Background: an optimization exercise with open tools, aiming at small area, a short achievable clock period and few clock cycles per item. Do not read the settings as production practice.
At most, simulation tests tie the RTL to the original design; equivalence was not proved.
No activity file was given, so power comes from the tool's default toggle rates.

## frame_encoder
module frame_encoder #(
    parameter MAX_LEN = 64
) (
    input  wire       clk,
    input  wire       rst,
    input  wire       in_valid,
    output reg        in_ready,
    input  wire [7:0] in_data,
    input  wire       in_last,
    input  wire       in_corrupt,
    output reg        out_valid,
    input  wire       out_ready,
    output reg  [7:0] out_data,
    output reg        out_last
);
Size in the first run: about 1900 cells after synthesis, roughly 25 I/O pins, ~0.027 mm² of cells after synthesis.
Settings: LEC_CHECK=0, CAP_MARGIN=20, CORE_MARGIN=2, CORE_UTILIZATION=40, PLACE_DENSITY=0.6, SETUP_SLACK_MARGIN=3.5, SLEW_MARGIN=20; clock period 6.0 ns.
run.sh (not shown) runs the stock make flow with config.mk's settings and CLKGATE_MAP_FILE= SYNTH_SCRIPT=/design/flow/synth_recipe.tcl, a recipe that flattens the netlist after the stock synthesis.
The first run completed without violations.
Change:
Settings changed: SETUP_SLACK_MARGIN 3.5 to 3.0.
Outcome: Register-to-register slack degrades by 99 ps. Total power decreases by 0.46%. Die area is unchanged. Wire length goes down by 4.4%. Cell area fell by 7.0%. Area after synthesis is unchanged. Combinational power fell by 17%. Global-route usage decreases by 0.56 points. Hold slack barely changes.
No run of this note included a check of the RTL's function; only the layout flow was run.

Setup of run 1:
frame_encoder, a different RTL version from the one above (not shown whole).
Size: about 1400 cells after synthesis, roughly 25 I/O pins, about 17000 µm² of cells after synthesis.
export LEC_CHECK = 0
export ABC_AREA = 1
export CAP_MARGIN = 20
export CORE_MARGIN = 2
export CORE_UTILIZATION = 55
export CTS_CLUSTER_DIAMETER = 100
export CTS_CLUSTER_SIZE = 24
export PLACE_DENSITY = 0.7
export SETUP_SLACK_MARGIN = 4.0
export SLEW_MARGIN = 20
create_clock -name core_clock -period 6.0 [get_ports {clk}]
Testbench counts of run 1, summed over its fixed seeds: cycles 47,282, frames 1,200.
What run 2 does differently from run 1 at the input level:
# run 1
export LEC_CHECK = 0
export ABC_AREA = 1
export CAP_MARGIN = 20
export CORE_MARGIN = 2
export CORE_UTILIZATION = 55
export CTS_CLUSTER_DIAMETER = 100
export CTS_CLUSTER_SIZE = 24
export PLACE_DENSITY = 0.7
export SETUP_SLACK_MARGIN = 4.0
export SLEW_MARGIN = 20
create_clock -name core_clock -period 6.0 [get_ports {clk}]
# run 2
export LEC_CHECK = 0
export ABC_AREA = 1
export CAP_MARGIN = 20
export CORE_MARGIN = 2
export CORE_UTILIZATION = 40
export CTS_CLUSTER_DIAMETER = 70
export CTS_CLUSTER_SIZE = 30
export PLACE_DENSITY = 0.6
export SETUP_SLACK_MARGIN = 3.5
export SLEW_MARGIN = 20
create_clock -name core_clock -period 6.0 [get_ports {clk}]
## What came out
Every run (run 2 and run 1) finished clean. Delta(number of rows in the core area, run 2 - run 1) > 0. On clock period minus final worst setup slack, run 1 beats run 2. Run 2 ends up with a final area that is about 0.9% lower than in run 1. Share of synthesized area spent on multiplexers: run 2 vs run 1 identical. Run 1 reports its worst setup path startpoint as in_ready$_SDFF_PP0_ while run 2 reports in_valid. Comparing run 2 and run 1, the lower post-route fraction of the period consumed by the critical path was measured on run 1. Relative to run 1, detailed route wirelength on metal3 decreased by 1.3% in run 2. [diff] half-perimeter wire length of the detailed placement result, run 2 relative to run 1: regression. Between run 2 and run 1, maximum fanout along the worst path is lower for run 1, run 2 comes in above that.
The following lists how run 3 was set up differently from run 2:
# run 2
export LEC_CHECK = 0
export ABC_AREA = 1
export CAP_MARGIN = 20
export CORE_MARGIN = 2
export CORE_UTILIZATION = 40
export CTS_CLUSTER_DIAMETER = 70
export CTS_CLUSTER_SIZE = 30
export PLACE_DENSITY = 0.6
export SETUP_SLACK_MARGIN = 3.5
export SLEW_MARGIN = 20
create_clock -name core_clock -period 6.0 [get_ports {clk}]
# run 3
export LEC_CHECK = 0
export ABC_AREA = 1
export CAP_MARGIN = 20
export CORE_MARGIN = 2
export CORE_UTILIZATION = 55
export CTS_CLUSTER_DIAMETER = 100
export CTS_CLUSTER_SIZE = 24
export PLACE_DENSITY = 0.7
export SETUP_SLACK_MARGIN = 3.65
export SLEW_MARGIN = 20
create_clock -name core_clock -period 6.0 [get_ports {clk}]
## What came out
- Compared to run 2, the routing of run 3 uses less wire.
- Run 3 vs run 2 — fraction of area in non-clock buffers dropped 0.24 points.
- Of the two candidates, run 2 has the better internal power component and run 3 the worse one.
- Run 2 → run 3: power density over cell area went up 0.52%; number of gates on the worst path with buffers counted now smaller; met3 wire length shows a reduction of about 23%; global-route usage moved up.
Modified inputs, run 4 compared to run 3
# run 3
export LEC_CHECK = 0
export ABC_AREA = 1
export CAP_MARGIN = 20
export CORE_MARGIN = 2
export CORE_UTILIZATION = 55
export CTS_CLUSTER_DIAMETER = 100
export CTS_CLUSTER_SIZE = 24
export PLACE_DENSITY = 0.7
export SETUP_SLACK_MARGIN = 3.65
export SLEW_MARGIN = 20
create_clock -name core_clock -period 6.0 [get_ports {clk}]
# run 4
export LEC_CHECK = 0
export ABC_AREA = 1
export CAP_MARGIN = 20
export CORE_MARGIN = 2
export CORE_UTILIZATION = 55
export CTS_CLUSTER_DIAMETER = 100
export CTS_CLUSTER_SIZE = 24
export PLACE_DENSITY = 0.7
export SETUP_SLACK_MARGIN = 3.5
export SLEW_MARGIN = 20
create_clock -name core_clock -period 6.0 [get_ports {clk}]
Compared with run 3, in run 4 cell area after layout ~0 delta; non-clock buffer count went up by about 10%; number of iterations in the first detailed-routing pass increased by 1 relative to the old numbers; non-filler instance count after layout about even; worst setup slack moved down.
Run 4 ends up with higher shortest clock period the worst path allows after layout than run 3 does.
Run 4 and run 3 ended up with nearly the same clock skew.
Across both runs, signed area change from the synthesized netlist to the final layout was lower for run 4 than for run 3.
Run 4: share of power burned in combinational logic is 0.2 points higher than what run 3 reported.
When the final numbers for run 4 and run 3 were put side by side, the minimum hold slack turned out to be smaller in run 3.
Compared run 3 against run 4; utilization of the core after routing within noise.

job 2098:
frame_encoder again, from the RTL that the note above started with.
==> flow/config.mk <==
export PLATFORM = sky130hd
export DESIGN_NAME = frame_encoder
export DESIGN_NICKNAME = frame_encoder
export VERILOG_FILES = /design/flow/design.v
export SDC_FILE = /design/flow/constraint.sdc
export NUM_CORES = 4
export LEC_CHECK = 0
export ABC_AREA = 1
export CAP_MARGIN = 20
export CORE_MARGIN = 2
export CORE_UTILIZATION = 40
export CTS_CLUSTER_DIAMETER = 100
export CTS_CLUSTER_SIZE = 24
export PLACE_DENSITY = 0.6
export SETUP_SLACK_MARGIN = 3.5
export SLEW_MARGIN = 20
==> flow/constraint.sdc <==
create_clock -name core_clock -period 6.0 [get_ports {clk}]
set_input_delay 1.2000 -clock core_clock [delete_from_list [all_inputs] [get_ports {clk}]]
set_output_delay 1.2000 -clock core_clock [all_outputs]
set_load 0.01 [all_outputs]
Testbench counts of job 2098, summed over its fixed seeds: cycles 47,282, frames 1,200.
### job 2098 -> job 6261
Settings: changing CORE_UTILIZATION from 40 to 55; changing PLACE_DENSITY from 0.6 to 0.7; changing SETUP_SLACK_MARGIN from 3.5 to 3.8.
==> comparison <==
- The global routing usage on met1 of job 6261 exceeds that of job 2098 by 6.8 points.
- On post-route clock period utilization: between job 2098 and job 6261, it ends up lower for job 6261.
- Worst slew slack as a fraction of its limit: job 2098 and job 6261 compared, higher one is job 6261
- Cell count: job 6261 lower than job 2098
- Taking job 2098 as the reference, in job 6261 area of all placed cells without fillers higher, initial antenna violation count went up by 2, measured slew at the worst slew-check pin moved down, final routed wire length divided by cell count climbed about 10%.
- On job 6261: minimum clock period is 210 ps lower than what job 2098 gave.
- Global-route usage, job 2098 and job 6261, higher one = job 6261.
- Combinational power for job 6261 is higher than for job 2098.
[inputs] job 8229 vs job 6261
Settings: CORE_UTILIZATION: 55 -> 65; PLACE_DENSITY: 0.7 -> 0.8.
- Per the final summary, job 8229 finished and its layout is clean on timing, DRC and antenna.
- Job 8229 against job 6261: count of inserted antenna diode cells increased by 2 relative to the old numbers; switching power rose 3.1%; worst path setup slack after routing now sits at about the same level; slew at the pin closest to its max-slew limit picked up an extra 36 ps.
- Job 6261 ended up with met4 as its uppermost layer routed; job 8229 ended up with met5.

Another version of the RTL of frame_encoder (not shown whole).
For scale: about 1800 cells after synthesis, about 630 flip-flops, about 25 I/O pins.
==> flow/config.mk <==
export PLATFORM = sky130hd
export DESIGN_NAME = frame_encoder
export DESIGN_NICKNAME = frame_encoder
export VERILOG_FILES = /design/flow/design.v
export SDC_FILE = /design/flow/constraint.sdc
export NUM_CORES = 4
export LEC_CHECK = 0
export CAP_MARGIN = 20
export CORE_MARGIN = 2
export CORE_UTILIZATION = 40
export PLACE_DENSITY = 0.6
export SETUP_SLACK_MARGIN = 3
export SLEW_MARGIN = 20
==> flow/constraint.sdc <==
create_clock -name core_clock -period 6.0 [get_ports {clk}]
set_input_delay 1.2000 -clock core_clock [delete_from_list [all_inputs] [get_ports {clk}]]
set_output_delay 1.2000 -clock core_clock [all_outputs]
set_load 0.01 [all_outputs]
The starting point finished with timing, DRC and antenna clean.
Then changed:
- SETUP_SLACK_MARGIN: 3 -> not set
What happened: The changed run produced a clean layout. Die area is unchanged. Wire length goes down by 4.9%. Utilization goes down by 3.2 points. Global-route usage goes down by 1.6 points. Clock skew goes up by 0.0075 ns. Cell area goes down by about 6%. Power goes down by about 0.7%. Worst setup slack degrades by 1.4 ns. Sequential cell count stays the same.
No run of this note included a check of the RTL's function; only the layout flow was run.

Another version of the RTL of frame_encoder (not shown whole).
Size in the first run: about 640 flip-flops, roughly 25 I/O pins, about 0.027 sq mm of cells after synthesis.
clock: 6.0 ns
lec_check: 0
cap_margin: 20
core_margin: 2
core_utilization: 40
place_density: 0.6
slew_margin: 20
The first run passed the timing, design-rule and antenna checks.
Testbench counts at the start, summed over its fixed seeds: cycles 47,372, frames 1,200.
==> next run, changes <==
- ABC_CLOCK_PERIOD_IN_PS: default -> 2000
- SETUP_SLACK_MARGIN: default -> 4
Effect:
- non-clock buffer count goes up by 370
- register-to-register slack gets better by 0.62 ns
- power goes up by 21%
==> next run, changes <==
- ABC_CLOCK_PERIOD_IN_PS: 2000 -> 3000
- SETUP_SLACK_MARGIN: 4 -> 3
Outcome: Wire length decreases by 15%. Clock power decreases by about 4%. Combinational power decreases by 27%. Setup slack gets better by 0.083 ns. Total power decreases by 8.3%. Maximum frequency increases by 2.3%. Clock-buffer cell count decreases by 1. Via count decreases by 9.5%. Final cell count decreases by 6.7%. Critical path depth decreases by 2. Global-route usage decreases by 3.5 points.

[what the ideal ports hide]
Ports are ideal in the flow. The routed layouts listed here were re-timed in OpenROAD. Step 1, drivers: a clkbuf_16 drives clk and a buf_2 each remaining input, both assumed. Step 2 also shifts input and output timing later by t, the mid clock arrival at the registers, as if the neighbouring blocks saw the same clock. Three values: ideal, step 1, step 2; two values: the first two.
| run | shift t [ns] | setup WS [ns] | clock arrival spread, ns | worst slew at a driven data input, ns | cell pins on the clock port's net |
|---|---|---|---|---|---|
| the first run of note 1 | 0.691 | 2.282 / 2.273 / 1.582 | 0.061 / 0.060 | 0.07 | 1 |
| the second run of note 1 | 0.682 | 2.261 / 2.261 / 1.609 | 0.051 / 0.052 | 0.09 | 1 |
| run 1 | 0.575 | 3.767 / 3.719 / 3.356 | 0.020 / 0.020 | 0.07 | 1 |
| run 2 | 0.658 | 3.530 / 3.486 / 2.896 | 0.020 / 0.020 | 0.07 | 1 |
| run 3 | 0.588 | 3.696 / 3.647 / 3.152 | 0.038 / 0.038 | 0.03 | 1 |
| run 4 | 0.585 | 3.574 / 3.524 / 3.079 | 0.030 / 0.029 | 0.04 | 1 |
| job 2098 | 0.581 | 3.564 / 3.515 / 3.058 | 0.015 / 0.014 | 0.07 | 1 |
| job 6261 | 0.578 | 3.772 / 3.723 / 3.274 | 0.029 / 0.030 | 0.06 | 1 |
| job 8229 | 0.571 | 3.771 / 3.721 / 3.266 | 0.023 / 0.023 | 0.08 | 1 |
| the first run of note 4 | 0.692 | 2.976 / 2.928 / 2.514 | 0.034 / 0.035 | 0.05 | 1 |
| the second run of note 4 | 0.685 | 1.577 / 1.577 / 1.529 | 0.035 / 0.035 | 0.04 | 1 |
| the first run of note 5 | 0.645 | 1.765 / 1.765 / 1.765 | 0.015 / 0.015 | 0.04 | 1 |
| the second run of note 5 | 0.677 | 2.380 / 2.380 / 2.380 | 0.034 / 0.035 | 0.04 | 1 |
| the third run of note 5 | 0.653 | 2.463 / 2.463 / 2.463 | 0.025 / 0.024 | 0.04 | 1 |
After both steps every run listed still meets setup and hold. For the first run of note 1, which loses most, drivers alone change the setup slack by -0.009 ns; drivers and shift together by -0.700 ns.
